This design comes from an exercise in tuning for small area, a short achievable clock period and few clock cycles per item on the open sky130 flow, not from production work.
In this exercise RTL edits were held to simulation tests only and were not proved equivalent to the original.

==> flow/design.v, too long to show whole: its modules and the start of the top module <==
// module vpb_biquad: 4386 lines
// module vpb_biquad_fa: 10 lines
// module vpb_biquad_ha: 9 lines
module vpb_biquad (
    input  wire               clk,
    input  wire               rst,
    input  wire               start,
    output wire               busy,
    input  wire        [15:0] len,
    input  wire signed [15:0] n0,
    input  wire signed [15:0] n1,
    input  wire signed [15:0] n2,
    input  wire signed [15:0] d0,
    input  wire signed [15:0] d1,
    input  wire signed [63:0] state0_in,
    input  wire signed [63:0] state1_in,
    input  wire               in_valid,
    output wire               in_ready,
    input  wire signed [31:0] in_sample,
    output wire               out_valid,
    input  wire               out_ready,
    output wire signed [31:0] out_sample,
    output wire               done,
    output wire signed [63:0] state0_out,
    output wire signed [63:0] state1_out
);
  // ...
==> flow/flow/run.sh <==
#!/bin/bash
# Own flow: the standard layout (standard.sh), with the resizer's setup
# repair asked to over-fix: it aims for a setup slack of SETUP_SLACK_MARGIN
# (ns) at the design's clock period instead of 0, so the layout is sized for
# a shorter achieved period.  Constraints, clock period, synthesis, I/O
# buffering and CTS are the standard flow's.
set -euo pipefail
export SETUP_SLACK_MARGIN=23
bash standard.sh finish > standard_finish.log 2>&1
==> flow/standard.sh <==
#!/bin/bash
# synth_recipe.tcl (not shown) runs the flow's synth.tcl, then flattens the netlist and writes it again
# the make line also repeats each setting of config.mk as NAME=value (left out here)
make -C /OpenROAD-flow-scripts/flow DESIGN_CONFIG=/design/flow/config.mk WORK_HOME=/design/flow/orfs CLKGATE_MAP_FILE= SYNTH_SCRIPT=/design/flow/synth_recipe.tcl "${@:-finish}"
==> flow/config.mk <==
export PLATFORM = sky130hd
export DESIGN_NAME = vpb_biquad
export DESIGN_NICKNAME = vpb_biquad
export VERILOG_FILES = /design/flow/design.v
export SDC_FILE = /design/flow/constraint.sdc
export NUM_CORES = 4
export LEC_CHECK = 0
export CAP_MARGIN = 20
export CORE_MARGIN = 2
export CORE_UTILIZATION = 40
export PLACE_DENSITY = 0.6
export SLEW_MARGIN = 20
export SYNTH_HIERARCHICAL = 1
export SYNTH_MINIMUM_KEEP_SIZE = 0
==> flow/constraint.sdc <==
create_clock -name core_clock -period 30.0 [get_ports {clk}]
set_input_delay 6.0000 -clock core_clock [delete_from_list [all_inputs] [get_ports {clk}]]
set_output_delay 6.0000 -clock core_clock [all_outputs]
set_load 0.01 [all_outputs]
==> metrics.md, run 1 <==
| Metric | Value |
|---|---|
| Status | complete, no violations |
| Final WS setup | around 22 ns |
| Top class by area | multi-input gates |
| RSZ-0062 raised after global routing | true |
| Reg2reg start | y[10] |
| Hold_buf cts | 0 |
| Setup crit end | state1_out[60] |
| Clk cell area share | 0.0268 |
| Fraction of area in multi-input gates | 0.682 |
| Largest family of logic cells by synthesized area | adder cells |
| Comb_multi_in | ~5300 |
| Syn_area_per_cell | ~11 um2 |
| Buf+Inv Stages, Crit Path | 3 |
| Fin nets | about 8300 |
| CP max-delay cell | edfxtp_1 |
| Crit-path leading delay family | flip-flops |
| Min-Delay Path Class | flip-flop to flip-flop |
| Total GRT Usage | 0.303 |
| Seq/Total Area, Yosys | 0.197 |
| Critical path depth | 3 |
| Reg2reg path depth | 20 |
| Data arrival time of the worst path | approximately 1.5 ns |
| I/O pins | approximately 430 |
| Bufs w/o clock | slightly above 700 |
| Number of flops mapped to enable cells by yosys | around 390 |
| CTS sink cnt | about 540 |
| R2r setup slk | roughly 23 ns |
| GPL Wtd Cong | ~0.95 |
| Seq_cells | between 500 and 600 |
| Non-CTS inverters | 42 |
| Top post-synthesis cells by area | fa_1, edfxtp_1, xnor2_1 |
| Worst slack at placement | between 20 and 25 ns |
| Worst Setup Start Kind | flip-flop |
| Post-Syn Area | roughly 0.075 mm2 |
| Placed cell area | between 0.08 and 0.09 mm2 |
| # fillers | around 17000 |
| Ant diodes | 7 |
| Largest area contributor in the netlist | fa_1 |
Testbench counts, summed over its fixed seeds: cycles 38,568, samples 37,600.
==> inputs of run 2 (changes only) <==
==> flow/run.sh (new file) <==
#!/bin/bash
# synth_recipe.tcl (not shown) runs the flow's synth.tcl, then flattens the netlist and writes it again
# the make line also repeats each setting of config.mk as NAME=value (left out here)
make -C /OpenROAD-flow-scripts/flow DESIGN_CONFIG=/design/flow/config.mk WORK_HOME=/design/flow/orfs CLKGATE_MAP_FILE= SYNTH_SCRIPT=/design/flow/synth_recipe.tcl finish
removed: flow/flow/run.sh
removed: flow/standard.sh
==> run 2 against run 1 <==
Compared with the run above: critical path depth is 2 lower; core utilization shrank 0.37 points; wire length increased by 0.25%; hold slack improved by 0.00098 ns; first-iteration DRC count is 6.6% lower; design area is 0.84% lower; via count shrank 0.81%; area after synthesis did not move; critical path type unchanged; count of clock-buffer cells in the layout increased by 11; setup slack got worse by 0.67 ns.
==> metrics.md, run 2 <==
| Metric | Value |
|---|---|
| Status | complete, no violations (unchanged) |
| Clock Skews | 0.0460 ns (was 0.0465 ns) |
| Antenna violations before repair | 10 (was 9) |
| Total GRT Usage | 0.306 (was 0.303) |
| Vias in the first global route | 60500 (was 61200) |
| Layout cells sized above 1 | 0.0750 (was 0.116) |
| Data arrival time of the worst path | 2.17 ns (was 1.51 ns) |
| Inserted Clock Buffers | 67 (unchanged) |
| Layout area overhead | 9.93% (was 10.9%) |
| Full die area | 0.191 mm2 (unchanged) |
| Max_slew headroom | 0.149 (was 0.151) |
| Routed Antenna Nets | 0 (unchanged) |
| Crit end category | primary output (unchanged) |
| Reg2reg start | y[9] (was y[10]) |
| Placed cell count | 8946 (was 8953) |
| Synth Flop Type | edfxtp_1 (unchanged) |
| Vias/cell | 6.48 (was 6.46) |
| Yosys Warn Count | 7 (unchanged) |
| Hold path start | x1[28] (was x2[26]) |
| Count leader, synth | fa_1 (unchanged) |
| Wirelength per Cell | 32.5 um (was 32.1 um) |
| Top post-synthesis cells by area | fa_1, edfxtp_1, xnor2_1 (unchanged) |
| GPL Wtd Cong | 0.942 (was 0.949) |
| Worst Setup Start Kind | flip-flop (unchanged) |
| Dpl hpwl | 212000 um (was 211000 um) |
| Global-route wire length before repair | 430000 um (was 428000 um) |
| RSZ-0062 raised after global routing | false (was true) |
| Hold Path Sink | x1[28] (was x2[26]) |
| Post-CTS Setup Bufs | 0 (was 65) |
| Worst-path clk slew | 0.06 ns (about the same) |
| 1st-pass router iterations | 7 (unchanged) |
| Crit-path leading delay family | flip-flops (unchanged) |
| Fin Setup TNS | 0 ns (unchanged) |
| Iteration-0 DRC count of the detailed router | 7910 (was 8473) |
| Die width | 437 um (unchanged) |
| Post-Syn Nets | 8418 (unchanged) |
| Critical Path Source | busy_r (was r_sgn) |
| Post-Syn Instances | 6741 (unchanged) |
| Grt total ovfl | 0 (unchanged) |
| Footprint of the multi-input gates | 0.0566 mm2 (was 0.0567 mm2) |
| Reg2reg path depth | 19 (was 20) |
| Buf+Inv Stages, Crit Path | 1 (was 3) |
| Most frequent cells after synthesis | fa_1, xnor2_1, a22oi_1 (unchanged) |
| Commonest non-fill, non-tap cell in the layout | fa_1 (unchanged) |
| CTS sink cnt | 544 (unchanged) |
| Slew Viols, Final | 0 (unchanged) |
| Hold_buf cts | 0 (unchanged) |
| Post-synth ARST share | 0 (unchanged) |
| Drc violations | 0 (unchanged) |
| Largest area contributor in the netlist | fa_1 (unchanged) |
| Period minus WS final | 8.17 ns (was 7.51 ns) |
| Number of flops mapped to enable cells by yosys | 386 (unchanged) |
| Worst Path Class, Setup | flip-flop to primary output (unchanged) |
| R2r setup slk | 22.12 ns (was 23.20 ns) |
| CTS H-tree depth | 3 (unchanged) |
| DRT Wirelength | 296000 um (was 295000 um) |
| Netlist cell types | 78 (unchanged) |
| Post-Syn Area | 0.0749 mm2 (unchanged) |
| Critical-path maximum fanout | 55 (was 6) |
| Worst slack at placement | 22.14 ns (was 22.44 ns) |
| Initial Utilization | 0.403 (unchanged) |
| Root Buffer Master | clkbuf_16 (unchanged) |
| Hold Fails Final Rpt | 0 (unchanged) |
| I/O Buffers | 396 (unchanged) |
| Critical Path, Cell by Cell | clkdlybuf4s50_1 (was buf_6 -> buf_16 -> buf_6) |
| Fin nets | 8212 (was 8310) |
| Post-CTS Resized | 0 (was 704) |
| FF+latch count, synth | 544 (unchanged) |
| I/O pins | 425 (unchanged) |
| Post-route insts no fill | 9080 (was 9175) |
| Row cnt | 158 (unchanged) |
| Peak Freq | 122 MHz (was 133 MHz) |
| Measured slew at the worst slew-check pin | 1.27 ns (about the same) |
| Part of the cycle the worst path needs | 0.272 (was 0.250) |
| Via count of the routed design | 58800 (was 59300) |
| Crit path largest cell delay | 0.80 ns (was 0.42 ns) |
| Die height | 437 um (unchanged) |
| Hold depth | 2 (unchanged) |
| Clock buffer depth | 3 (unchanged) |
| RR Endpoint | y[26] (was y[1]) |
| # fillers | 17400 (about the same) |
| Post-synth top area share | 0.350 (unchanged) |
| Core box area | 0.186 mm2 (unchanged) |
| Clk latency of the worst-skew pair | 0.71 ns (was 0.74 ns) |
| Syn_area_per_cell | 11.1 um2 (unchanged) |
| Largest net degree at the start of global routing | 84 (was 80) |
| Core Util, Final | 0.443 (was 0.447) |
| CTS tree | built (unchanged) |
| Final setup violation count | 0 (unchanged) |
| Final WS setup | 21.83 ns (was 22.49 ns) |
| Seq/Total Area, Yosys | 0.197 (unchanged) |
| Min-Delay Path Class | flip-flop to flip-flop (unchanged) |
| Seq. cell area | 0.0148 mm2 (about the same) |
| Commonest cells after routing, fill and taps aside | fa_1, xnor2_1, a22oi_1 (unchanged) |
| Max-Cap Viols | 0 (unchanged) |
| Crit path required time | 24.00 ns (about the same) |
| CP max-delay cell | dfxtp_4 (was edfxtp_1) |
run 2: cell types whose count changed in the layout (fill, tap and decap cells not counted), moves of 8 or more:
| cell | previous run | this run |
|---|---|---|
| buf_6 | 81 | 0 |
| buf_12 | 8 | 0 |
| dfxtp_1 | 147 | 155 |
| clkdlybuf4s50_1 | 232 | 396 |
| buf_2 | 125 | 0 |
| buf_4 | 252 | 214 |
run 2: worst max-delay path by stage:
stage                             to  slack (ns)  cells past startpoint
final                           busy       21.83                      1
after global placement    in_ready_r       22.17                      6
after detailed placement  in_ready_r       22.14                      4
after floorplan           in_ready_r       22.58                      3
after CTS                       busy       21.78                      1
after global routing            busy       21.73                      1
run 2: final cells by class:
class	count	share of cell area
tap	2480	0.0377
multi-input combinational	5270	0.687
sequential	544	0.179
clock buffer	92	0.0227
antenna	11	0.000334
timing repair buffer	610	0.0676
inverter	42	0.00207
clock inverter	31	0.00351
run 2: cell families after synthesis:
kind of cell	synth area share
compound gates	0.165
xor+xnor	0.166
fa+ha+maj	0.368
buf+inv	0.0486
flops	0.197
mux	0.0204
other cells	0.0000500
simple gates	0.0352
run 2: Yosys stat by module, one instance, submodules excluded:
module         cells  times used  flip-flops and latches
vpb_biquad_fa      1        1310                       0
vpb_biquad_ha      1          43                       0
vpb_biquad      5388           1                     544
run 2: routing by layer:
layer | track usage | vias up | wire (um)
met3 | 0.0664 | 1153 | 29800
met2 | 0.470 | 4371 | 134000
met5 | 0.00403 | - | 108
met4 | 0.224 | 3 | 27600
met1 | 0.379 | 30400 | 104000
li1 | - | 22900 | -
run 2: worst register-to-register path: stages (launching register included):
cell and delay [ns]:
dfxtp_1 0.73, buf_4 0.47, a22oi_1 0.20, xnor2_1 0.19
fa_1 0.45, fa_1 0.48, fa_1 0.41, fa_1 0.51
fa_1 0.41, ha_1 0.47, nand4_1 0.21, a2111oi_0 0.49
o21ai_1 0.15, o211ai_2 0.62, nand3_1 0.18, a31oi_1 0.68
nor2_1 0.19, o21ai_0 0.30, xor2_1 0.22, a221o_2 0.40
run 2: through the flow:
step                      cell area [um2]  hold WS (ns)
after floorplan                     74900         0.406
after global placement              80200         0.445
after detailed placement            80200         0.449
after CTS                           82400         0.457
after global routing                82400         0.473
final                               82400         0.455

port drivers added, routing unchanged:
How much do the figures lean on ideal ports? The routed layouts below were timed once more, with nothing changed but the port constraints.
Step 1: set_driving_cell puts a clkbuf_16 on clk and a buf_2 on each other input, an assumption about the parent block.
Step 2 also shifts input and output timing later by t, the mid clock arrival at the registers, as if the neighbouring blocks saw the same clock.
a / b / c = no drivers / after step 1 / after step 2; a / b = the first two.
run	t, ns	slack for setup (ns)	hold slack, ns	worst slew at a driven data input, ns
run 1	0.799	22.492 / 22.408 / 22.412	0.454 / 0.454 / 0.454	0.15
run 2	0.770	21.827 / 21.747 / 22.118	0.455 / 0.455 / 0.455	0.14
After both steps every run listed still meets setup and hold. The setup slack of run 1, which loses most, moves by -0.084 ns with the drivers and by -0.080 ns with both steps.
